From an optimization exercise on the open Yosys and OpenROAD flow, aimed at small area, a short achievable clock period and few clock cycles per item; shortcuts taken in it are not production practice. The RTL of this run was laid out without a check of its function. Power figures rest on the tool's default switching activity, not on a simulated workload.

## design.v

```verilog
module curve_tangler (
    input  wire        clk,
    input  wire        rst,         
    input  wire        cmd_valid,
    output wire        cmd_ready,
    input  wire [1:0]  cmd_op,
    input  wire [63:0] cmd_arg,
    output wire        rsp_valid,
    input  wire        rsp_ready,
    output wire [63:0] rsp_data
);
    reg  valid;
    assign cmd_ready = ~valid | rsp_ready;
    assign rsp_valid = valid;
    wire hil = cmd_op[1];
    wire det = cmd_op[0];
    wire ent = hil & ~det;           
    wire [31:0] ax = cmd_arg[63:32];
    wire [31:0] ay = cmd_arg[31:0];
    wire [31:0] u, s, lm01, lm10, lv0, lv1;
    genvar k;
    generate for (k = 0; k < 32; k = k + 1) begin : g_leaf
        assign u[k]    = det ? cmd_arg[2*k+1] : ax[k];
        assign s[k]    = det ? cmd_arg[2*k] : (ax[k] ^ ay[k]);
        assign lm01[k] = ent & s[k];
        assign lm10[k] = ent & ~s[k];
        assign lv0[k]  = hil & s[k] & u[k];
        assign lv1[k]  = hil & ~(s[k] | u[k]);
    end endgenerate
    wire gmc_1;
    assign gmc_1 = (lv0[31] ^ (lm01[30] & lv1[31]) ^ lv0[30]);
    wire gmp_2;
    assign gmp_2 = ((lm10[30] & lv0[31]) ^ lv1[31] ^ lv1[30]);
    wire gm_3;
    assign gm_3 = ~((lm01[28] & lm10[29]));
    wire gm_4;
    assign gm_4 = (lm01[29] ^ lm01[28]);
    wire gm_5;
    assign gm_5 = (lm10[28] ^ lm10[29]);
    wire gm_6;
    assign gm_6 = ~((lm10[28] & lm01[29]));
    wire gm_7;
    assign gm_7 = (lv0[29] ^ (lm01[28] & lv1[29]) ^ lv0[28]);
    wire gm_8;
    assign gm_8 = ((lm10[28] & lv0[29]) ^ lv1[29] ^ lv1[28]);
    wire gmc_9;
    assign gmc_9 = ((gm_3 & gmc_1) ^ (gm_4 & gmp_2) ^ gm_7);
    wire gmp_10;
    assign gmp_10 = ((gm_5 & gmc_1) ^ (gm_6 & gmp_2) ^ gm_8);
    wire gm_11;
    assign gm_11 = ~((lm01[26] & lm10[27]));
    wire gm_12;
    assign gm_12 = (lm01[27] ^ lm01[26]);
    wire gm_13;
    assign gm_13 = (lm10[26] ^ lm10[27]);
    wire gm_14;
    assign gm_14 = ~((lm10[26] & lm01[27]));
    wire gm_15;
    assign gm_15 = (lv0[27] ^ (lm01[26] & lv1[27]) ^ lv0[26]);
    wire gm_16;
    assign gm_16 = ((lm10[26] & lv0[27]) ^ lv1[27] ^ lv1[26]);
    wire gm_17;
    assign gm_17 = ~((lm01[24] & lm10[25]));
    wire gm_18;
    assign gm_18 = (lm01[25] ^ lm01[24]);
    wire gm_19;
    assign gm_19 = (lm10[24] ^ lm10[25]);
    wire gm_20;
    assign gm_20 = ~((lm10[24] & lm01[25]));
    wire gm_21;
    assign gm_21 = (lv0[25] ^ (lm01[24] & lv1[25]) ^ lv0[24]);
    wire gm_22;
    assign gm_22 = ((lm10[24] & lv0[25]) ^ lv1[25] ^ lv1[24]);
    wire gm_23;
    assign gm_23 = ((gm_17 & gm_11) ^ (gm_18 & gm_13));
    wire gm_24;
    assign gm_24 = ((gm_17 & gm_12) ^ (gm_18 & gm_14));
    wire gm_25;
    assign gm_25 = ((gm_19 & gm_11) ^ (gm_20 & gm_13));
    wire gm_26;
    assign gm_26 = ((gm_19 & gm_12) ^ (gm_20 & gm_14));
    wire gm_27;
    assign gm_27 = ((gm_17 & gm_15) ^ (gm_18 & gm_16) ^ gm_21);
    wire gm_28;
    assign gm_28 = ((gm_19 & gm_15) ^ (gm_20 & gm_16) ^ gm_22);
    wire gm_29;
    assign gm_29 = ~((lm01[22] & lm10[23]));
    wire gm_30;
    assign gm_30 = (lm01[23] ^ lm01[22]);
    wire gm_31;
    assign gm_31 = (lm10[22] ^ lm10[23]);
    wire gm_32;
    assign gm_32 = ~((lm10[22] & lm01[23]));
    wire gm_33;
    assign gm_33 = (lv0[23] ^ (lm01[22] & lv1[23]) ^ lv0[22]);
    wire gm_34;
    assign gm_34 = ((lm10[22] & lv0[23]) ^ lv1[23] ^ lv1[22]);
    wire gm_35;
    assign gm_35 = ~((lm01[20] & lm10[21]));
    wire gm_36;
    assign gm_36 = (lm01[21] ^ lm01[20]);
    wire gm_37;
    assign gm_37 = (lm10[20] ^ lm10[21]);
    wire gm_38;
    assign gm_38 = ~((lm10[20] & lm01[21]));
    wire gm_39;
    assign gm_39 = (lv0[21] ^ (lm01[20] & lv1[21]) ^ lv0[20]);
    wire gm_40;
    assign gm_40 = ((lm10[20] & lv0[21]) ^ lv1[21] ^ lv1[20]);
    wire gm_41;
    assign gm_41 = ((gm_35 & gm_29) ^ (gm_36 & gm_31));
    wire gm_42;
    assign gm_42 = ((gm_35 & gm_30) ^ (gm_36 & gm_32));
    wire gm_43;
    assign gm_43 = ((gm_37 & gm_29) ^ (gm_38 & gm_31));
    wire gm_44;
    assign gm_44 = ((gm_37 & gm_30) ^ (gm_38 & gm_32));
    wire gm_45;
    assign gm_45 = ((gm_35 & gm_33) ^ (gm_36 & gm_34) ^ gm_39);
    wire gm_46;
    assign gm_46 = ((gm_37 & gm_33) ^ (gm_38 & gm_34) ^ gm_40);
    wire gm_47;
    assign gm_47 = ~((lm01[18] & lm10[19]));
    wire gm_48;
    assign gm_48 = (lm01[19] ^ lm01[18]);
    wire gm_49;
    assign gm_49 = (lm10[18] ^ lm10[19]);
    wire gm_50;
    assign gm_50 = ~((lm10[18] & lm01[19]));
    wire gm_51;
    assign gm_51 = (lv0[19] ^ (lm01[18] & lv1[19]) ^ lv0[18]);
    wire gm_52;
    assign gm_52 = ((lm10[18] & lv0[19]) ^ lv1[19] ^ lv1[18]);
    wire gm_53;
    assign gm_53 = ~((lm01[16] & lm10[17]));
    wire gm_54;
    assign gm_54 = (lm01[17] ^ lm01[16]);
    wire gm_55;
    assign gm_55 = (lm10[16] ^ lm10[17]);
    wire gm_56;
    assign gm_56 = ~((lm10[16] & lm01[17]));
    wire gm_57;
    assign gm_57 = (lv0[17] ^ (lm01[16] & lv1[17]) ^ lv0[16]);
    wire gm_58;
    assign gm_58 = ((lm10[16] & lv0[17]) ^ lv1[17] ^ lv1[16]);
    wire gm_59;
    assign gm_59 = ((gm_53 & gm_47) ^ (gm_54 & gm_49));
    wire gm_60;
    assign gm_60 = ((gm_53 & gm_48) ^ (gm_54 & gm_50));
    wire gm_61;
    assign gm_61 = ((gm_55 & gm_47) ^ (gm_56 & gm_49));
    wire gm_62;
    assign gm_62 = ((gm_55 & gm_48) ^ (gm_56 & gm_50));
    wire gm_63;
    assign gm_63 = ((gm_53 & gm_51) ^ (gm_54 & gm_52) ^ gm_57);
    wire gm_64;
    assign gm_64 = ((gm_55 & gm_51) ^ (gm_56 & gm_52) ^ gm_58);
    wire gm_65;
    assign gm_65 = ~((lm01[14] & lm10[15]));
    wire gm_66;
    assign gm_66 = (lm01[15] ^ lm01[14]);
    wire gm_67;
    assign gm_67 = (lm10[14] ^ lm10[15]);
    wire gm_68;
    assign gm_68 = ~((lm10[14] & lm01[15]));
    wire gm_69;
    assign gm_69 = (lv0[15] ^ (lm01[14] & lv1[15]) ^ lv0[14]);
    wire gm_70;
    assign gm_70 = ((lm10[14] & lv0[15]) ^ lv1[15] ^ lv1[14]);
    wire gm_71;
    assign gm_71 = ~((lm01[12] & lm10[13]));
    wire gm_72;
    assign gm_72 = (lm01[13] ^ lm01[12]);
    wire gm_73;
    assign gm_73 = (lm10[12] ^ lm10[13]);
    wire gm_74;
    assign gm_74 = ~((lm10[12] & lm01[13]));
    wire gm_75;
    assign gm_75 = (lv0[13] ^ (lm01[12] & lv1[13]) ^ lv0[12]);
    wire gm_76;
    assign gm_76 = ((lm10[12] & lv0[13]) ^ lv1[13] ^ lv1[12]);
    wire gm_77;
    assign gm_77 = ((gm_71 & gm_65) ^ (gm_72 & gm_67));
    wire gm_78;
    assign gm_78 = ((gm_71 & gm_66) ^ (gm_72 & gm_68));
    wire gm_79;
    assign gm_79 = ((gm_73 & gm_65) ^ (gm_74 & gm_67));
    wire gm_80;
    assign gm_80 = ((gm_73 & gm_66) ^ (gm_74 & gm_68));
    wire gm_81;
    assign gm_81 = ((gm_71 & gm_69) ^ (gm_72 & gm_70) ^ gm_75);
    wire gm_82;
    assign gm_82 = ((gm_73 & gm_69) ^ (gm_74 & gm_70) ^ gm_76);
    wire gm_83;
    assign gm_83 = ~((lm01[10] & lm10[11]));
    wire gm_84;
    assign gm_84 = (lm01[11] ^ lm01[10]);
    wire gm_85;
    assign gm_85 = (lm10[10] ^ lm10[11]);
    wire gm_86;
    assign gm_86 = ~((lm10[10] & lm01[11]));
    wire gm_87;
    assign gm_87 = (lv0[11] ^ (lm01[10] & lv1[11]) ^ lv0[10]);
    wire gm_88;
    assign gm_88 = ((lm10[10] & lv0[11]) ^ lv1[11] ^ lv1[10]);
    wire gm_89;
    assign gm_89 = ~((lm01[8] & lm10[9]));
    wire gm_90;
    assign gm_90 = (lm01[9] ^ lm01[8]);
    wire gm_91;
    assign gm_91 = (lm10[8] ^ lm10[9]);
    wire gm_92;
    assign gm_92 = ~((lm10[8] & lm01[9]));
    wire gm_93;
    assign gm_93 = (lv0[9] ^ (lm01[8] & lv1[9]) ^ lv0[8]);
    wire gm_94;
    assign gm_94 = ((lm10[8] & lv0[9]) ^ lv1[9] ^ lv1[8]);
    wire gm_95;
    assign gm_95 = ((gm_89 & gm_83) ^ (gm_90 & gm_85));
    wire gm_96;
    assign gm_96 = ((gm_89 & gm_84) ^ (gm_90 & gm_86));
    wire gm_97;
    assign gm_97 = ((gm_91 & gm_83) ^ (gm_92 & gm_85));
    wire gm_98;
    assign gm_98 = ((gm_91 & gm_84) ^ (gm_92 & gm_86));
    wire gm_99;
    assign gm_99 = ((gm_89 & gm_87) ^ (gm_90 & gm_88) ^ gm_93);
    wire gm_100;
    assign gm_100 = ((gm_91 & gm_87) ^ (gm_92 & gm_88) ^ gm_94);
    wire gm_101;
    assign gm_101 = ~((lm01[6] & lm10[7]));
    wire gm_102;
    assign gm_102 = (lm01[7] ^ lm01[6]);
    wire gm_103;
    assign gm_103 = (lm10[6] ^ lm10[7]);
    wire gm_104;
    assign gm_104 = ~((lm10[6] & lm01[7]));
    wire gm_105;
    assign gm_105 = (lv0[7] ^ (lm01[6] & lv1[7]) ^ lv0[6]);
    wire gm_106;
    assign gm_106 = ((lm10[6] & lv0[7]) ^ lv1[7] ^ lv1[6]);
    wire gm_107;
    assign gm_107 = ~((lm01[4] & lm10[5]));
    wire gm_108;
    assign gm_108 = (lm01[5] ^ lm01[4]);
    wire gm_109;
    assign gm_109 = (lm10[4] ^ lm10[5]);
    wire gm_110;
    assign gm_110 = ~((lm10[4] & lm01[5]));
    wire gm_111;
    assign gm_111 = (lv0[5] ^ (lm01[4] & lv1[5]) ^ lv0[4]);
    wire gm_112;
    assign gm_112 = ((lm10[4] & lv0[5]) ^ lv1[5] ^ lv1[4]);
    wire gm_113;
    assign gm_113 = ((gm_107 & gm_101) ^ (gm_108 & gm_103));
    wire gm_114;
    assign gm_114 = ((gm_107 & gm_102) ^ (gm_108 & gm_104));
    wire gm_115;
    assign gm_115 = ((gm_109 & gm_101) ^ (gm_110 & gm_103));
    wire gm_116;
    assign gm_116 = ((gm_109 & gm_102) ^ (gm_110 & gm_104));
    wire gm_117;
    assign gm_117 = ((gm_107 & gm_105) ^ (gm_108 & gm_106) ^ gm_111);
    wire gm_118;
    assign gm_118 = ((gm_109 & gm_105) ^ (gm_110 & gm_106) ^ gm_112);
    wire gm_119;
    assign gm_119 = ~((lm01[2] & lm10[3]));
    wire gm_120;
    assign gm_120 = (lm01[3] ^ lm01[2]);
    wire gm_121;
    assign gm_121 = (lm10[2] ^ lm10[3]);
    wire gm_122;
    assign gm_122 = ~((lm10[2] & lm01[3]));
    wire gm_123;
    assign gm_123 = (lv0[3] ^ (lm01[2] & lv1[3]) ^ lv0[2]);
    wire gm_124;
    assign gm_124 = ((lm10[2] & lv0[3]) ^ lv1[3] ^ lv1[2]);
    wire gm_125;
    assign gm_125 = ~((lm01[0] & lm10[1]));
    wire gm_126;
    assign gm_126 = (lm01[1] ^ lm01[0]);
    wire gm_127;
    assign gm_127 = (lm10[0] ^ lm10[1]);
    wire gm_128;
    assign gm_128 = ~((lm10[0] & lm01[1]));
    wire gm_129;
    assign gm_129 = (lv0[1] ^ (lm01[0] & lv1[1]) ^ lv0[0]);
    wire gm_130;
    assign gm_130 = ((lm10[0] & lv0[1]) ^ lv1[1] ^ lv1[0]);
    wire gm_131;
    assign gm_131 = ((gm_125 & gm_119) ^ (gm_126 & gm_121));
    wire gm_132;
    assign gm_132 = ((gm_125 & gm_120) ^ (gm_126 & gm_122));
    wire gm_133;
    assign gm_133 = ((gm_127 & gm_119) ^ (gm_128 & gm_121));
    wire gm_134;
    assign gm_134 = ((gm_127 & gm_120) ^ (gm_128 & gm_122));
    wire gm_135;
    assign gm_135 = ((gm_125 & gm_123) ^ (gm_126 & gm_124) ^ gm_129);
    wire gm_136;
    assign gm_136 = ((gm_127 & gm_123) ^ (gm_128 & gm_124) ^ gm_130);
    wire skc_137;
    assign skc_137 = ((gm_23 & gmc_9) ^ (gm_24 & gmp_10) ^ gm_27);
    wire skp_138;
    assign skp_138 = ((gm_25 & gmc_9) ^ (gm_26 & gmp_10) ^ gm_28);
    wire sk_139;
    assign sk_139 = ((gm_59 & gm_41) ^ (gm_60 & gm_43));
    wire sk_140;
    assign sk_140 = ((gm_59 & gm_42) ^ (gm_60 & gm_44));
    wire sk_141;
    assign sk_141 = ((gm_61 & gm_41) ^ (gm_62 & gm_43));
    wire sk_142;
    assign sk_142 = ((gm_61 & gm_42) ^ (gm_62 & gm_44));
    wire sk_143;
    assign sk_143 = ((gm_59 & gm_45) ^ (gm_60 & gm_46) ^ gm_63);
    wire sk_144;
    assign sk_144 = ((gm_61 & gm_45) ^ (gm_62 & gm_46) ^ gm_64);
    wire sk_145;
    assign sk_145 = ((gm_95 & gm_77) ^ (gm_96 & gm_79));
    wire sk_146;
    assign sk_146 = ((gm_95 & gm_78) ^ (gm_96 & gm_80));
    wire sk_147;
    assign sk_147 = ((gm_97 & gm_77) ^ (gm_98 & gm_79));
    wire sk_148;
    assign sk_148 = ((gm_97 & gm_78) ^ (gm_98 & gm_80));
    wire sk_149;
    assign sk_149 = ((gm_95 & gm_81) ^ (gm_96 & gm_82) ^ gm_99);
    wire sk_150;
    assign sk_150 = ((gm_97 & gm_81) ^ (gm_98 & gm_82) ^ gm_100);
    wire sk_151;
    assign sk_151 = ((gm_131 & gm_113) ^ (gm_132 & gm_115));
    wire sk_152;
    assign sk_152 = ((gm_131 & gm_114) ^ (gm_132 & gm_116));
    wire sk_153;
    assign sk_153 = ((gm_133 & gm_113) ^ (gm_134 & gm_115));
    wire sk_154;
    assign sk_154 = ((gm_133 & gm_114) ^ (gm_134 & gm_116));
    wire sk_155;
    assign sk_155 = ((gm_131 & gm_117) ^ (gm_132 & gm_118) ^ gm_135);
    wire sk_156;
    assign sk_156 = ((gm_133 & gm_117) ^ (gm_134 & gm_118) ^ gm_136);
    wire skc_157;
    assign skc_157 = ((gm_41 & skc_137) ^ (gm_42 & skp_138) ^ gm_45);
    wire skp_158;
    assign skp_158 = ((gm_43 & skc_137) ^ (gm_44 & skp_138) ^ gm_46);
    wire skc_159;
    assign skc_159 = ((sk_139 & skc_137) ^ (sk_140 & skp_138) ^ sk_143);
    wire skp_160;
    assign skp_160 = ((sk_141 & skc_137) ^ (sk_142 & skp_138) ^ sk_144);
    wire sk_161;
    assign sk_161 = ((gm_113 & sk_145) ^ (gm_114 & sk_147));
    wire sk_162;
    assign sk_162 = ((gm_113 & sk_146) ^ (gm_114 & sk_148));
    wire sk_163;
    assign sk_163 = ((gm_115 & sk_145) ^ (gm_116 & sk_147));
    wire sk_164;
    assign sk_164 = ((gm_115 & sk_146) ^ (gm_116 & sk_148));
    wire sk_165;
    assign sk_165 = ((gm_113 & sk_149) ^ (gm_114 & sk_150) ^ gm_117);
    wire sk_166;
    assign sk_166 = ((gm_115 & sk_149) ^ (gm_116 & sk_150) ^ gm_118);
    wire sk_167;
    assign sk_167 = ((sk_151 & sk_145) ^ (sk_152 & sk_147));
    wire sk_168;
    assign sk_168 = ((sk_151 & sk_146) ^ (sk_152 & sk_148));
    wire sk_169;
    assign sk_169 = ((sk_153 & sk_145) ^ (sk_154 & sk_147));
    wire sk_170;
    assign sk_170 = ((sk_153 & sk_146) ^ (sk_154 & sk_148));
    wire sk_171;
    assign sk_171 = ((sk_151 & sk_149) ^ (sk_152 & sk_150) ^ sk_155);
    wire sk_172;
    assign sk_172 = ((sk_153 & sk_149) ^ (sk_154 & sk_150) ^ sk_156);
    wire skc_173;
    assign skc_173 = ((gm_77 & skc_159) ^ (gm_78 & skp_160) ^ gm_81);
    wire skp_174;
    assign skp_174 = ((gm_79 & skc_159) ^ (gm_80 & skp_160) ^ gm_82);
    wire skc_175;
    assign skc_175 = ((sk_145 & skc_159) ^ (sk_146 & skp_160) ^ sk_149);
    wire skp_176;
    assign skp_176 = ((sk_147 & skc_159) ^ (sk_148 & skp_160) ^ sk_150);
    wire skc_177;
    assign skc_177 = ((sk_161 & skc_159) ^ (sk_162 & skp_160) ^ sk_165);
    wire skp_178;
    assign skp_178 = ((sk_163 & skc_159) ^ (sk_164 & skp_160) ^ sk_166);
    wire skc_179;
    assign skc_179 = ((sk_167 & skc_159) ^ (sk_168 & skp_160) ^ sk_171);
    wire skp_180;
    assign skp_180 = ((sk_169 & skc_159) ^ (sk_170 & skp_160) ^ sk_172);
    wire [2:0] n_c, n_p;
    assign n_c[2] = skc_173;
    assign n_p[2] = skp_174;
    assign n_c[1] = skc_175;
    assign n_p[1] = skp_176;
    assign n_c[0] = skc_177;
    assign n_p[0] = skp_178;
    wire [31:0] tau;
    assign tau[31] = 1'b0;
    wire tq_181;
    assign tq_181 = (s[30] ? lv1[31] : lv0[31]);
    assign tau[30] = tq_181;
    wire lwc_182;
    assign lwc_182 = (lv0[31] ^ (lm01[30] & lv1[31]) ^ lv0[30]);
    wire lwp_183;
    assign lwp_183 = ((lm10[30] & lv0[31]) ^ lv1[31] ^ lv1[30]);
    wire tq_184;
    assign tq_184 = (s[29] ? lwp_183 : lwc_182);
    assign tau[29] = tq_184;
    wire lwc_185;
    assign lwc_185 = (lwc_182 ^ (lm01[29] & lwp_183) ^ lv0[29]);
    wire lwp_186;
    assign lwp_186 = ((lm10[29] & lwc_182) ^ lwp_183 ^ lv1[29]);
    wire tq_187;
    assign tq_187 = (s[28] ? lwp_186 : lwc_185);
    assign tau[28] = tq_187;
    wire tq_188;
    assign tq_188 = ((~s[27] & gmc_9) ^ (s[27] & gmp_10));
    assign tau[27] = tq_188;
    wire tq_189;
    assign tq_189 = (s[26] ? lv1[27] : lv0[27]);
    wire pl_190;
    assign pl_190 = (s[26] ^ (s[27] & ~s[26]));
    wire pl_191;
    assign pl_191 = (~s[26] ^ (~s[27] & s[26]));
    wire pl_192;
    assign pl_192 = (ent ? pl_191 : ~s[26]);
    wire pl_193;
    assign pl_193 = (ent ? pl_190 : s[26]);
    wire tq_194;
    assign tq_194 = (tq_189 ^ (pl_192 & gmc_9) ^ (pl_193 & gmp_10));
    assign tau[26] = tq_194;
    wire lwc_195;
    assign lwc_195 = (lv0[27] ^ (lm01[26] & lv1[27]) ^ lv0[26]);
    wire lwp_196;
    assign lwp_196 = ((lm10[26] & lv0[27]) ^ lv1[27] ^ lv1[26]);
    wire tq_197;
    assign tq_197 = (s[25] ? lwp_196 : lwc_195);
    wire pl_198;
    assign pl_198 = (s[25] ^ (s[26] & ~s[25]));
    wire pl_199;
    assign pl_199 = (~s[25] ^ (~s[26] & s[25]));
    wire pl_200;
    assign pl_200 = (pl_198 ^ (s[27] & pl_199));
    wire pl_201;
    assign pl_201 = (pl_199 ^ (~s[27] & pl_198));
    wire pl_202;
    assign pl_202 = (ent ? pl_201 : ~s[25]);
    wire pl_203;
    assign pl_203 = (ent ? pl_200 : s[25]);
    wire tq_204;
    assign tq_204 = (tq_197 ^ (pl_202 & gmc_9) ^ (pl_203 & gmp_10));
    assign tau[25] = tq_204;
    wire lwc_205;
    assign lwc_205 = (lwc_195 ^ (lm01[25] & lwp_196) ^ lv0[25]);
    wire lwp_206;
    assign lwp_206 = ((lm10[25] & lwc_195) ^ lwp_196 ^ lv1[25]);
    wire tq_207;
    assign tq_207 = (s[24] ? lwp_206 : lwc_205);
    wire pl_208;
    assign pl_208 = (s[24] ^ (s[25] & ~s[24]));
    wire pl_209;
    assign pl_209 = (~s[24] ^ (~s[25] & s[24]));
    wire pl_210;
    assign pl_210 = (pl_208 ^ (s[26] & pl_209));
    wire pl_211;
    assign pl_211 = (pl_209 ^ (~s[26] & pl_208));
    wire pl_212;
    assign pl_212 = (pl_210 ^ (s[27] & pl_211));
    wire pl_213;
    assign pl_213 = (pl_211 ^ (~s[27] & pl_210));
    wire pl_214;
    assign pl_214 = (ent ? pl_213 : ~s[24]);
    wire pl_215;
    assign pl_215 = (ent ? pl_212 : s[24]);
    wire tq_216;
    assign tq_216 = (tq_207 ^ (pl_214 & gmc_9) ^ (pl_215 & gmp_10));
    assign tau[24] = tq_216;
    wire tq_217;
    assign tq_217 = ((~s[23] & skc_137) ^ (s[23] & skp_138));
    assign tau[23] = tq_217;
    wire tq_218;
    assign tq_218 = (s[22] ? lv1[23] : lv0[23]);
    wire pl_219;
    assign pl_219 = (s[22] ^ (s[23] & ~s[22]));
    wire pl_220;
    assign pl_220 = (~s[22] ^ (~s[23] & s[22]));
    wire pl_221;
    assign pl_221 = (ent ? pl_220 : ~s[22]);
    wire pl_222;
    assign pl_222 = (ent ? pl_219 : s[22]);
    wire tq_223;
    assign tq_223 = (tq_218 ^ (pl_221 & skc_137) ^ (pl_222 & skp_138));
    assign tau[22] = tq_223;
    wire lwc_224;
    assign lwc_224 = (lv0[23] ^ (lm01[22] & lv1[23]) ^ lv0[22]);
    wire lwp_225;
    assign lwp_225 = ((lm10[22] & lv0[23]) ^ lv1[23] ^ lv1[22]);
    wire tq_226;
    assign tq_226 = (s[21] ? lwp_225 : lwc_224);
    wire pl_227;
    assign pl_227 = (s[21] ^ (s[22] & ~s[21]));
    wire pl_228;
    assign pl_228 = (~s[21] ^ (~s[22] & s[21]));
    wire pl_229;
    assign pl_229 = (pl_227 ^ (s[23] & pl_228));
    wire pl_230;
    assign pl_230 = (pl_228 ^ (~s[23] & pl_227));
    wire pl_231;
    assign pl_231 = (ent ? pl_230 : ~s[21]);
    wire pl_232;
    assign pl_232 = (ent ? pl_229 : s[21]);
    wire tq_233;
    assign tq_233 = (tq_226 ^ (pl_231 & skc_137) ^ (pl_232 & skp_138));
    assign tau[21] = tq_233;
    wire lwc_234;
    assign lwc_234 = (lwc_224 ^ (lm01[21] & lwp_225) ^ lv0[21]);
    wire lwp_235;
    assign lwp_235 = ((lm10[21] & lwc_224) ^ lwp_225 ^ lv1[21]);
    wire tq_236;
    assign tq_236 = (s[20] ? lwp_235 : lwc_234);
    wire pl_237;
    assign pl_237 = (s[20] ^ (s[21] & ~s[20]));
    wire pl_238;
    assign pl_238 = (~s[20] ^ (~s[21] & s[20]));
    wire pl_239;
    assign pl_239 = (pl_237 ^ (s[22] & pl_238));
    wire pl_240;
    assign pl_240 = (pl_238 ^ (~s[22] & pl_237));
    wire pl_241;
    assign pl_241 = (pl_239 ^ (s[23] & pl_240));
    wire pl_242;
    assign pl_242 = (pl_240 ^ (~s[23] & pl_239));
    wire pl_243;
    assign pl_243 = (ent ? pl_242 : ~s[20]);
    wire pl_244;
    assign pl_244 = (ent ? pl_241 : s[20]);
    wire tq_245;
    assign tq_245 = (tq_236 ^ (pl_243 & skc_137) ^ (pl_244 & skp_138));
    assign tau[20] = tq_245;
    wire tq_246;
    assign tq_246 = ((~s[19] & skc_157) ^ (s[19] & skp_158));
    assign tau[19] = tq_246;
    wire tq_247;
    assign tq_247 = (s[18] ? lv1[19] : lv0[19]);
    wire pl_248;
    assign pl_248 = (s[18] ^ (s[19] & ~s[18]));
    wire pl_249;
    assign pl_249 = (~s[18] ^ (~s[19] & s[18]));
    wire pl_250;
    assign pl_250 = (ent ? pl_249 : ~s[18]);
    wire pl_251;
    assign pl_251 = (ent ? pl_248 : s[18]);
    wire tq_252;
    assign tq_252 = (tq_247 ^ (pl_250 & skc_157) ^ (pl_251 & skp_158));
    assign tau[18] = tq_252;
    wire lwc_253;
    assign lwc_253 = (lv0[19] ^ (lm01[18] & lv1[19]) ^ lv0[18]);
    wire lwp_254;
    assign lwp_254 = ((lm10[18] & lv0[19]) ^ lv1[19] ^ lv1[18]);
    wire tq_255;
    assign tq_255 = (s[17] ? lwp_254 : lwc_253);
    wire pl_256;
    assign pl_256 = (s[17] ^ (s[18] & ~s[17]));
    wire pl_257;
    assign pl_257 = (~s[17] ^ (~s[18] & s[17]));
    wire pl_258;
    assign pl_258 = (pl_256 ^ (s[19] & pl_257));
    wire pl_259;
    assign pl_259 = (pl_257 ^ (~s[19] & pl_256));
    wire pl_260;
    assign pl_260 = (ent ? pl_259 : ~s[17]);
    wire pl_261;
    assign pl_261 = (ent ? pl_258 : s[17]);
    wire tq_262;
    assign tq_262 = (tq_255 ^ (pl_260 & skc_157) ^ (pl_261 & skp_158));
    assign tau[17] = tq_262;
    wire lwc_263;
    assign lwc_263 = (lwc_253 ^ (lm01[17] & lwp_254) ^ lv0[17]);
    wire lwp_264;
    assign lwp_264 = ((lm10[17] & lwc_253) ^ lwp_254 ^ lv1[17]);
    wire tq_265;
    assign tq_265 = (s[16] ? lwp_264 : lwc_263);
    wire pl_266;
    assign pl_266 = (s[16] ^ (s[17] & ~s[16]));
    wire pl_267;
    assign pl_267 = (~s[16] ^ (~s[17] & s[16]));
    wire pl_268;
    assign pl_268 = (pl_266 ^ (s[18] & pl_267));
    wire pl_269;
    assign pl_269 = (pl_267 ^ (~s[18] & pl_266));
    wire pl_270;
    assign pl_270 = (pl_268 ^ (s[19] & pl_269));
    wire pl_271;
    assign pl_271 = (pl_269 ^ (~s[19] & pl_268));
    wire pl_272;
    assign pl_272 = (ent ? pl_271 : ~s[16]);
    wire pl_273;
    assign pl_273 = (ent ? pl_270 : s[16]);
    wire tq_274;
    assign tq_274 = (tq_265 ^ (pl_272 & skc_157) ^ (pl_273 & skp_158));
    assign tau[16] = tq_274;
    wire tq_275;
    assign tq_275 = ((~s[15] & skc_159) ^ (s[15] & skp_160));
    assign tau[15] = tq_275;
    wire tq_276;
    assign tq_276 = (s[14] ? lv1[15] : lv0[15]);
    wire pl_277;
    assign pl_277 = (s[14] ^ (s[15] & ~s[14]));
    wire pl_278;
    assign pl_278 = (~s[14] ^ (~s[15] & s[14]));
    wire pl_279;
    assign pl_279 = (ent ? pl_278 : ~s[14]);
    wire pl_280;
    assign pl_280 = (ent ? pl_277 : s[14]);
    wire tq_281;
    assign tq_281 = (tq_276 ^ (pl_279 & skc_159) ^ (pl_280 & skp_160));
    assign tau[14] = tq_281;
    wire lwc_282;
    assign lwc_282 = (lv0[15] ^ (lm01[14] & lv1[15]) ^ lv0[14]);
    wire lwp_283;
    assign lwp_283 = ((lm10[14] & lv0[15]) ^ lv1[15] ^ lv1[14]);
    wire tq_284;
    assign tq_284 = (s[13] ? lwp_283 : lwc_282);
    wire pl_285;
    assign pl_285 = (s[13] ^ (s[14] & ~s[13]));
    wire pl_286;
    assign pl_286 = (~s[13] ^ (~s[14] & s[13]));
    wire pl_287;
    assign pl_287 = (pl_285 ^ (s[15] & pl_286));
    wire pl_288;
    assign pl_288 = (pl_286 ^ (~s[15] & pl_285));
    wire pl_289;
    assign pl_289 = (ent ? pl_288 : ~s[13]);
    wire pl_290;
    assign pl_290 = (ent ? pl_287 : s[13]);
    wire tq_291;
    assign tq_291 = (tq_284 ^ (pl_289 & skc_159) ^ (pl_290 & skp_160));
    assign tau[13] = tq_291;
    wire lwc_292;
    assign lwc_292 = (lwc_282 ^ (lm01[13] & lwp_283) ^ lv0[13]);
    wire lwp_293;
    assign lwp_293 = ((lm10[13] & lwc_282) ^ lwp_283 ^ lv1[13]);
    wire tq_294;
    assign tq_294 = (s[12] ? lwp_293 : lwc_292);
    wire pl_295;
    assign pl_295 = (s[12] ^ (s[13] & ~s[12]));
    wire pl_296;
    assign pl_296 = (~s[12] ^ (~s[13] & s[12]));
    wire pl_297;
    assign pl_297 = (pl_295 ^ (s[14] & pl_296));
    wire pl_298;
    assign pl_298 = (pl_296 ^ (~s[14] & pl_295));
    wire pl_299;
    assign pl_299 = (pl_297 ^ (s[15] & pl_298));
    wire pl_300;
    assign pl_300 = (pl_298 ^ (~s[15] & pl_297));
    wire pl_301;
    assign pl_301 = (ent ? pl_300 : ~s[12]);
    wire pl_302;
    assign pl_302 = (ent ? pl_299 : s[12]);
    wire tq_303;
    assign tq_303 = (tq_294 ^ (pl_301 & skc_159) ^ (pl_302 & skp_160));
    assign tau[12] = tq_303;
    assign tau[11] = 1'b0;
    wire tq_304;
    assign tq_304 = (s[10] ? lv1[11] : lv0[11]);
    assign tau[10] = tq_304;
    wire lwc_305;
    assign lwc_305 = (lv0[11] ^ (lm01[10] & lv1[11]) ^ lv0[10]);
    wire lwp_306;
    assign lwp_306 = ((lm10[10] & lv0[11]) ^ lv1[11] ^ lv1[10]);
    wire tq_307;
    assign tq_307 = (s[9] ? lwp_306 : lwc_305);
    assign tau[9] = tq_307;
    wire lwc_308;
    assign lwc_308 = (lwc_305 ^ (lm01[9] & lwp_306) ^ lv0[9]);
    wire lwp_309;
    assign lwp_309 = ((lm10[9] & lwc_305) ^ lwp_306 ^ lv1[9]);
    wire tq_310;
    assign tq_310 = (s[8] ? lwp_309 : lwc_308);
    assign tau[8] = tq_310;
    assign tau[7] = 1'b0;
    wire tq_311;
    assign tq_311 = (s[6] ? lv1[7] : lv0[7]);
    assign tau[6] = tq_311;
    wire lwc_312;
    assign lwc_312 = (lv0[7] ^ (lm01[6] & lv1[7]) ^ lv0[6]);
    wire lwp_313;
    assign lwp_313 = ((lm10[6] & lv0[7]) ^ lv1[7] ^ lv1[6]);
    wire tq_314;
    assign tq_314 = (s[5] ? lwp_313 : lwc_312);
    assign tau[5] = tq_314;
    wire lwc_315;
    assign lwc_315 = (lwc_312 ^ (lm01[5] & lwp_313) ^ lv0[5]);
    wire lwp_316;
    assign lwp_316 = ((lm10[5] & lwc_312) ^ lwp_313 ^ lv1[5]);
    wire tq_317;
    assign tq_317 = (s[4] ? lwp_316 : lwc_315);
    assign tau[4] = tq_317;
    assign tau[3] = 1'b0;
    wire tq_318;
    assign tq_318 = (s[2] ? lv1[3] : lv0[3]);
    assign tau[2] = tq_318;
    wire lwc_319;
    assign lwc_319 = (lv0[3] ^ (lm01[2] & lv1[3]) ^ lv0[2]);
    wire lwp_320;
    assign lwp_320 = ((lm10[2] & lv0[3]) ^ lv1[3] ^ lv1[2]);
    wire tq_321;
    assign tq_321 = (s[1] ? lwp_320 : lwc_319);
    assign tau[1] = tq_321;
    wire lwc_322;
    assign lwc_322 = (lwc_319 ^ (lm01[1] & lwp_320) ^ lv0[1]);
    wire lwp_323;
    assign lwp_323 = ((lm10[1] & lwc_319) ^ lwp_320 ^ lv1[1]);
    wire tq_324;
    assign tq_324 = (s[0] ? lwp_323 : lwc_322);
    assign tau[0] = tq_324;
    wire [31:0] n_o, n_m;
    generate for (k = 0; k < 32; k = k + 1) begin : g_pre
        assign n_o[k] = hil ? (u[k] ^ tau[k]) : (det ? cmd_arg[2*k] : ay[k]);
        assign n_m[k] = hil ? s[k] : (det ? (cmd_arg[2*k+1] ^ cmd_arg[2*k]) : ax[k]);
    end endgenerate
    reg         r_ent, r_det;
    reg  [31:0] r_o, r_m;
    reg  [2:0] r_c, r_p;
    always @(posedge clk) begin
        if (rst)
            valid <= 1'b0;
        else if (cmd_ready)
            valid <= cmd_valid;
        if (cmd_ready) begin
            r_ent <= ent;
            r_det <= det;
            r_o   <= n_o;
            r_m   <= n_m;
            r_c   <= n_c;
            r_p   <= n_p;
        end
    end
    wire [31:0] fo;
    assign fo[31] = r_o[31];
    assign fo[30] = r_o[30];
    assign fo[29] = r_o[29];
    assign fo[28] = r_o[28];
    assign fo[27] = r_o[27];
    assign fo[26] = r_o[26];
    assign fo[25] = r_o[25];
    assign fo[24] = r_o[24];
    assign fo[23] = r_o[23];
    assign fo[22] = r_o[22];
    assign fo[21] = r_o[21];
    assign fo[20] = r_o[20];
    assign fo[19] = r_o[19];
    assign fo[18] = r_o[18];
    assign fo[17] = r_o[17];
    assign fo[16] = r_o[16];
    assign fo[15] = r_o[15];
    assign fo[14] = r_o[14];
    assign fo[13] = r_o[13];
    assign fo[12] = r_o[12];
    wire qq_325;
    assign qq_325 = ((~r_m[11] & r_c[2]) ^ (r_m[11] & r_p[2]));
    assign fo[11] = r_o[11] ^ qq_325;
    wire lf_326;
    assign lf_326 = (r_m[10] ^ (r_m[11] & ~r_m[10]));
    wire lf_327;
    assign lf_327 = (~r_m[10] ^ (~r_m[11] & r_m[10]));
    wire lf_328;
    assign lf_328 = (r_ent ? lf_327 : ~r_m[10]);
    wire lf_329;
    assign lf_329 = (r_ent ? lf_326 : r_m[10]);
    wire qq_330;
    assign qq_330 = ((lf_328 & r_c[2]) ^ (lf_329 & r_p[2]));
    assign fo[10] = r_o[10] ^ qq_330;
    wire lf_331;
    assign lf_331 = (r_m[9] ^ (r_m[10] & ~r_m[9]));
    wire lf_332;
    assign lf_332 = (~r_m[9] ^ (~r_m[10] & r_m[9]));
    wire lf_333;
    assign lf_333 = (lf_331 ^ (r_m[11] & lf_332));
    wire lf_334;
    assign lf_334 = (lf_332 ^ (~r_m[11] & lf_331));
    wire lf_335;
    assign lf_335 = (r_ent ? lf_334 : ~r_m[9]);
    wire lf_336;
    assign lf_336 = (r_ent ? lf_333 : r_m[9]);
    wire qq_337;
    assign qq_337 = ((lf_335 & r_c[2]) ^ (lf_336 & r_p[2]));
    assign fo[9] = r_o[9] ^ qq_337;
    wire lf_338;
    assign lf_338 = (r_m[8] ^ (r_m[9] & ~r_m[8]));
    wire lf_339;
    assign lf_339 = (~r_m[8] ^ (~r_m[9] & r_m[8]));
    wire lf_340;
    assign lf_340 = (lf_338 ^ (r_m[10] & lf_339));
    wire lf_341;
    assign lf_341 = (lf_339 ^ (~r_m[10] & lf_338));
    wire lf_342;
    assign lf_342 = (lf_340 ^ (r_m[11] & lf_341));
    wire lf_343;
    assign lf_343 = (lf_341 ^ (~r_m[11] & lf_340));
    wire lf_344;
    assign lf_344 = (r_ent ? lf_343 : ~r_m[8]);
    wire lf_345;
    assign lf_345 = (r_ent ? lf_342 : r_m[8]);
    wire qq_346;
    assign qq_346 = ((lf_344 & r_c[2]) ^ (lf_345 & r_p[2]));
    assign fo[8] = r_o[8] ^ qq_346;
    wire qq_347;
    assign qq_347 = ((~r_m[7] & r_c[1]) ^ (r_m[7] & r_p[1]));
    assign fo[7] = r_o[7] ^ qq_347;
    wire lf_348;
    assign lf_348 = (r_m[6] ^ (r_m[7] & ~r_m[6]));
    wire lf_349;
    assign lf_349 = (~r_m[6] ^ (~r_m[7] & r_m[6]));
    wire lf_350;
    assign lf_350 = (r_ent ? lf_349 : ~r_m[6]);
    wire lf_351;
    assign lf_351 = (r_ent ? lf_348 : r_m[6]);
    wire qq_352;
    assign qq_352 = ((lf_350 & r_c[1]) ^ (lf_351 & r_p[1]));
    assign fo[6] = r_o[6] ^ qq_352;
    wire lf_353;
    assign lf_353 = (r_m[5] ^ (r_m[6] & ~r_m[5]));
    wire lf_354;
    assign lf_354 = (~r_m[5] ^ (~r_m[6] & r_m[5]));
    wire lf_355;
    assign lf_355 = (lf_353 ^ (r_m[7] & lf_354));
    wire lf_356;
    assign lf_356 = (lf_354 ^ (~r_m[7] & lf_353));
    wire lf_357;
    assign lf_357 = (r_ent ? lf_356 : ~r_m[5]);
    wire lf_358;
    assign lf_358 = (r_ent ? lf_355 : r_m[5]);
    wire qq_359;
    assign qq_359 = ((lf_357 & r_c[1]) ^ (lf_358 & r_p[1]));
    assign fo[5] = r_o[5] ^ qq_359;
    wire lf_360;
    assign lf_360 = (r_m[4] ^ (r_m[5] & ~r_m[4]));
    wire lf_361;
    assign lf_361 = (~r_m[4] ^ (~r_m[5] & r_m[4]));
    wire lf_362;
    assign lf_362 = (lf_360 ^ (r_m[6] & lf_361));
    wire lf_363;
    assign lf_363 = (lf_361 ^ (~r_m[6] & lf_360));
    wire lf_364;
    assign lf_364 = (lf_362 ^ (r_m[7] & lf_363));
    wire lf_365;
    assign lf_365 = (lf_363 ^ (~r_m[7] & lf_362));
    wire lf_366;
    assign lf_366 = (r_ent ? lf_365 : ~r_m[4]);
    wire lf_367;
    assign lf_367 = (r_ent ? lf_364 : r_m[4]);
    wire qq_368;
    assign qq_368 = ((lf_366 & r_c[1]) ^ (lf_367 & r_p[1]));
    assign fo[4] = r_o[4] ^ qq_368;
    wire qq_369;
    assign qq_369 = ((~r_m[3] & r_c[0]) ^ (r_m[3] & r_p[0]));
    assign fo[3] = r_o[3] ^ qq_369;
    wire lf_370;
    assign lf_370 = (r_m[2] ^ (r_m[3] & ~r_m[2]));
    wire lf_371;
    assign lf_371 = (~r_m[2] ^ (~r_m[3] & r_m[2]));
    wire lf_372;
    assign lf_372 = (r_ent ? lf_371 : ~r_m[2]);
    wire lf_373;
    assign lf_373 = (r_ent ? lf_370 : r_m[2]);
    wire qq_374;
    assign qq_374 = ((lf_372 & r_c[0]) ^ (lf_373 & r_p[0]));
    assign fo[2] = r_o[2] ^ qq_374;
    wire lf_375;
    assign lf_375 = (r_m[1] ^ (r_m[2] & ~r_m[1]));
    wire lf_376;
    assign lf_376 = (~r_m[1] ^ (~r_m[2] & r_m[1]));
    wire lf_377;
    assign lf_377 = (lf_375 ^ (r_m[3] & lf_376));
    wire lf_378;
    assign lf_378 = (lf_376 ^ (~r_m[3] & lf_375));
    wire lf_379;
    assign lf_379 = (r_ent ? lf_378 : ~r_m[1]);
    wire lf_380;
    assign lf_380 = (r_ent ? lf_377 : r_m[1]);
    wire qq_381;
    assign qq_381 = ((lf_379 & r_c[0]) ^ (lf_380 & r_p[0]));
    assign fo[1] = r_o[1] ^ qq_381;
    wire lf_382;
    assign lf_382 = (r_m[0] ^ (r_m[1] & ~r_m[0]));
    wire lf_383;
    assign lf_383 = (~r_m[0] ^ (~r_m[1] & r_m[0]));
    wire lf_384;
    assign lf_384 = (lf_382 ^ (r_m[2] & lf_383));
    wire lf_385;
    assign lf_385 = (lf_383 ^ (~r_m[2] & lf_382));
    wire lf_386;
    assign lf_386 = (lf_384 ^ (r_m[3] & lf_385));
    wire lf_387;
    assign lf_387 = (lf_385 ^ (~r_m[3] & lf_384));
    wire lf_388;
    assign lf_388 = (r_ent ? lf_387 : ~r_m[0]);
    wire lf_389;
    assign lf_389 = (r_ent ? lf_386 : r_m[0]);
    wire qq_390;
    assign qq_390 = ((lf_388 & r_c[0]) ^ (lf_389 & r_p[0]));
    assign fo[0] = r_o[0] ^ qq_390;
    wire [63:0] ent_res, det_res;
    generate for (k = 0; k < 32; k = k + 1) begin : g_res
        assign ent_res[2*k+1] = fo[k];
        assign ent_res[2*k]   = r_m[k];
        assign det_res[32+k]  = fo[k];
        assign det_res[k]     = fo[k] ^ r_m[k];
    end endgenerate
    assign rsp_data = r_det ? det_res : ent_res;
endmodule
```

## flow/run.sh

```bash
#!/bin/bash
# The standard layout, with these changes to how it is made:
#  - if flow/abc_area.script exists, ABC maps the logic with it
#  - the setup repair aims at the slack margin in flow/margin.txt
#  - the port buffers are sky130_fd_sc_hd__buf_1
# Registers, constraints and clock period are those of the standard flow.
set -euo pipefail
MARGIN=$(cat flow/margin.txt)
rm -rf scripts_x
cp -r "$FLOW_HOME/scripts" scripts_x
if [[ -f flow/abc_area.script ]]; then
  cp flow/abc_area.script scripts_x/abc_area.script
fi
bash standard.sh "SCRIPTS_DIR=$PWD/scripts_x" "SETUP_SLACK_MARGIN=$MARGIN" \
  "BUFFER_PORTS_ARGS=-buffer_cell sky130_fd_sc_hd__buf_1" finish > flow_make.log 2>&1
```

## flow/margin.txt

```
4.95
```

## standard.sh

```bash
#!/bin/bash
# synth_recipe.tcl (not shown) runs the flow's synth.tcl, then flattens the netlist and writes it again
# the make line also repeats each setting of config.mk as NAME=value (left out here)
make -C /OpenROAD-flow-scripts/flow DESIGN_CONFIG=/design/flow/config.mk WORK_HOME=/design/flow/orfs CLKGATE_MAP_FILE= SYNTH_SCRIPT=/design/flow/synth_recipe.tcl "${@:-finish}"
```

## config.mk

```make
export PLATFORM = sky130hd
export DESIGN_NAME = curve_tangler
export DESIGN_NICKNAME = curve_tangler
export VERILOG_FILES = /design/flow/design.v
export SDC_FILE = /design/flow/constraint.sdc
export NUM_CORES = 4
export LEC_CHECK = 0
export ABC_AREA = 1
export CAP_MARGIN = 20
export CORE_MARGIN = 2
export CORE_UTILIZATION = 40
export GPL_ROUTABILITY_DRIVEN = 1
export GPL_TIMING_DRIVEN = 1
export PLACE_DENSITY = 0.6
export SLEW_MARGIN = 20
```

## constraint.sdc

```tcl
create_clock -name core_clock -period 10.0 [get_ports {clk}]
set_input_delay 2.0000 -clock core_clock [delete_from_list [all_inputs] [get_ports {clk}]]
set_output_delay 2.0000 -clock core_clock [all_outputs]
set_load 0.01 [all_outputs]
```

==> summary.txt <==
[cell type report]
type	instances	area, um^2	area share
Multi-Input combinational cell	1661	9639	0.6367
Sequential cell	73	2182	0.1441
Timing Repair Buffer	205	1358	0.08968
Inverter	279	1094	0.07224
Tap cell	396	495.5	0.03273
Clock buffer	10	239.0	0.01579
Clock inverter	6	115.1	0.007604
Timing Repair inverter	1	16.27	0.001074
[sequential cells by signal, indices dropped and copies added (netlist names)]
register	count
r_m	32
r_p	3
valid	1
r_det	1
r_o	32
r_c	3
r_ent	1
[metrics by stage]
stage / total power (uW) / instance area [um^2] / hold slack, ns / util / setup slack (ns)
after detailed placement: 1678 / 12970 / 0.5875 / 0.4263 / 3.284
final: 2276 / 15140 / 0.5927 / 0.4975 / 5.047
after CTS: 2099 / 13820 / 0.6032 / 0.4542 / 4.974
after floorplan: 1357 / 12330 / 1.425 / - / 5.055
after global placement: 1664 / 12970 / 0.5759 / 0.4263 / 3.311
after global routing: 2445 / 15140 / 0.6136 / 0.4975 / 4.842
[metal layers]
metal	global-route usage	share of wire
met2	0.4113	0.46
met3	0.02289	0.068
met5	0	0.00029
met1	0.3449	0.44
met4	0.09366	0.038
[cells by family (layout without fill, tap and decap cells)]
logic type | Yosys count | in the layout | share of synthesized area
and+or+nand+nor | 1145 | 1147 | 0.4115
DFF | 73 | 73 | 0.1770
muxes | 4 | 4 | 0.003249
AOI/OAI and AO/OA | 343 | 343 | 0.1599
buffers and inverters | 353 | 501 | 0.1211
xor gates and xnor gates | 167 | 167 | 0.1272
[worst register-to-register path: stages (launching register included)]
cell and delay [ns]:
dfxtp_1 0.34, nand2_4 0.12, buf_4 0.71
[power breakdown]
part / switching (uW) / leakage [uW] / total [uW] / internal (uW)
Sequential: 62.3 / 0.000771 / 481 / 419
Combinational: 924 / 0.00631 / 1420 / 498
Clock: 123 / 0.000169 / 374 / 251
[repair_timing]
action                     CTS  global route
cloned                       7             7
gates resized for setup     53           232
setup endpoints to repair   25            17
buffers inserted            11            38
pin swaps                   12            86
[cells in the final DEF, fill, tap and decap left out, drive strengths merged]
cell type and n:
a211oi 2, a21o 2, a21oi 73, a221oi 1
a22oi 3, a31o 1, a31oi 12, buf 192
bufbuf 5, bufinv 3, clkbuf 18, clkinv 4
clkinvlp 1, dfxtp 1, edfxtp 72, inv 278
mux2i 4, nand2 729, nand3 212, nand3b 6
nand4 13, nor2 154, nor3 14, nor3b 1
nor4 1, o211ai 11, o21a 8, o21ai 208
o21bai 4, o221ai 11, o22ai 5, o31ai 2
or2 15, or3 2, xnor2 66, xor2 101
[path summary, 6_finish.rpt]
check             startpoint      end  cells after the start
setup / recovery   cmd_op[1]  r_o[18]                     30
hold / removal         valid  r_m[18]                      1
setup reg to reg       valid   r_m[2]                      2
hold reg to reg        valid  r_m[18]                      1
==> results.json <==
{
  "ios": 136,
  "vias": 14170,
  "die_x_um": 179.5,
  "drv_cap": 0,
  "htree_num_levels": 3,
  "setup.worst_path.end_class": "flip-flop",
  "post-route-drc-count": 0,
  "diodes": 0,
  "synth_top_area_share": 0.2074,
  "path_buf_inv": 7,
  "syn_to_final_growth_pct": 22.82,
  "maxSlewViolCount": 0,
  "cellLeakagePower_uw": 0.007254,
  "avgViaCountPerCell": 5.387,
  "nets": 2300,
  "powerDensity_nw_per_um2": 150.4,
  "drive_gt1_frac": 0.1996,
  "grt_overflow_total": 0,
  "gp_routability_congestion": 0.9130,
  "placementRows": 64,
  "finClkSkew_ns": 0.006990,
  "core_um2": 30430,
  "finalSetupTns_ns": 0,
  "clk_latency_ns": 0.34,
  "synth_commonest_cells": "681 x nand2_1, 240 x inv_1, 197 x nand3_1",
  "clock.fmax_ghz": 0.2019,
  "synth_cells": 2085,
  "wl_per_cell_um": 16.90,
  "cts_made_buffers": 9,
  "dr.pass1.iters": 6,
  "die_area_um2": 32230,
  "path_class": "input pin to flip-flop",
  "dp_hpwl_mm": 32.24,
  "syn-num-nets": 2155,
  "synth_edf_count": 72,
  "ctsHoldBuffers": 0,
  "status": "complete, no violations",
  "critical_path_peak_fanout": 11,
  "synth_seq_area_share": 0.1770,
  "cp_slowest_cell": "nor2_4",
  "drt-total-wl_mm": 44.46,
  "syn_area_um2": 12330,
  "die_h_um": 179.5,
  "period_share": 0.4953,
  "grt_pass1_wl_mm": 65.27,
  "yosys_warnings": 1,
  "ys_types": 59,
  "required_ns": 10.07,
  "worstMarginPinSlew_ns": 0.8960,
  "drt_iter0_markers": 1312,
  "cts.sinks": 73,
  "antenna_found_initial": 1,
  "synth_top_area_cell": "nand2_1",
  "path_delay_family": "simple AND/OR/NAND/NOR gates",
  "synth_area_leaders": "nand2_1 21%, edfxtp_1 18%, nand3_1 8.0%",
  "fin_cells": 2631,
  "grt_pass1_vias": 12170,
  "clockBufferDepth": 2,
  "nFillCells": 3121,
  "max-vdd-ir-drop_mv": 0.08419,
  "relSlewSlack": 0.4027,
  "yosysMostFrequentCell": "nand2_1",
  "synth_seq_cells": 73,
  "drt.antenna.violating_nets": 0,
  "dp_cells": 2552,
  "critPathMaxStageDelay_ns": 0.22,
  "cp-start-kind": "input pin",
  "rsz0062_at_grt": "true",
  "start_util": 0.4051,
  "ys.flop_type": "edfxtp_1",
  "fin_crit_ns": 4.953,
  "hold_viol": 0,
  "crit_top_cell": "nand2_2",
  "grt_start_max_net_pins": 85,
  "syn_area_per_cell_um2": 5.912,
  "reg2reg_slack_ns": 8.41,
  "portBuffers": 135,
  "synth-async-reset-ratio": 0,
  "cts_tree": "yes",
  "root_buffer": "clkbuf_16",
  "grt.total_usage": 0.2516,
  "cts.clk_slew.worst_paths_ns": 0.06,
  "min_path_type": "flip-flop to flip-flop",
  "worstPathArrival_ns": 5.02,
  "setup_viol": 0
}

afterwards: timing with drivers on the ports:
The results above use ideal ports. As a check the final layout listed here was re-extracted and re-timed, cells and wires unchanged. Step 1 (the two cells are an assumption about what drives the block):
set clk [get_ports {clk}]
set_driving_cell -lib_cell sky130_fd_sc_hd__clkbuf_16 $clk
set_driving_cell -lib_cell sky130_fd_sc_hd__buf_2 [delete_from_list [all_inputs] $clk]
Step 2 adds t to the input delays and takes it off the output delays; t is the mean of the earliest and latest rising clock arrival at the registers after step 1. Input paths then give back, and output paths get back, about the clock's delay inside the block. a / b / c = ideal ports / drivers / drivers and shift; a / b = the first two.
t (ns): 0.377
setup slack, ns: 5.047 / 4.933 / 4.556
latest minus earliest clock arrival (ns): 0.009 / 0.010
After both steps setup and hold are still met in this run. For this run, drivers alone change the setup slack by -0.114 ns; drivers and shift together by -0.491 ns.
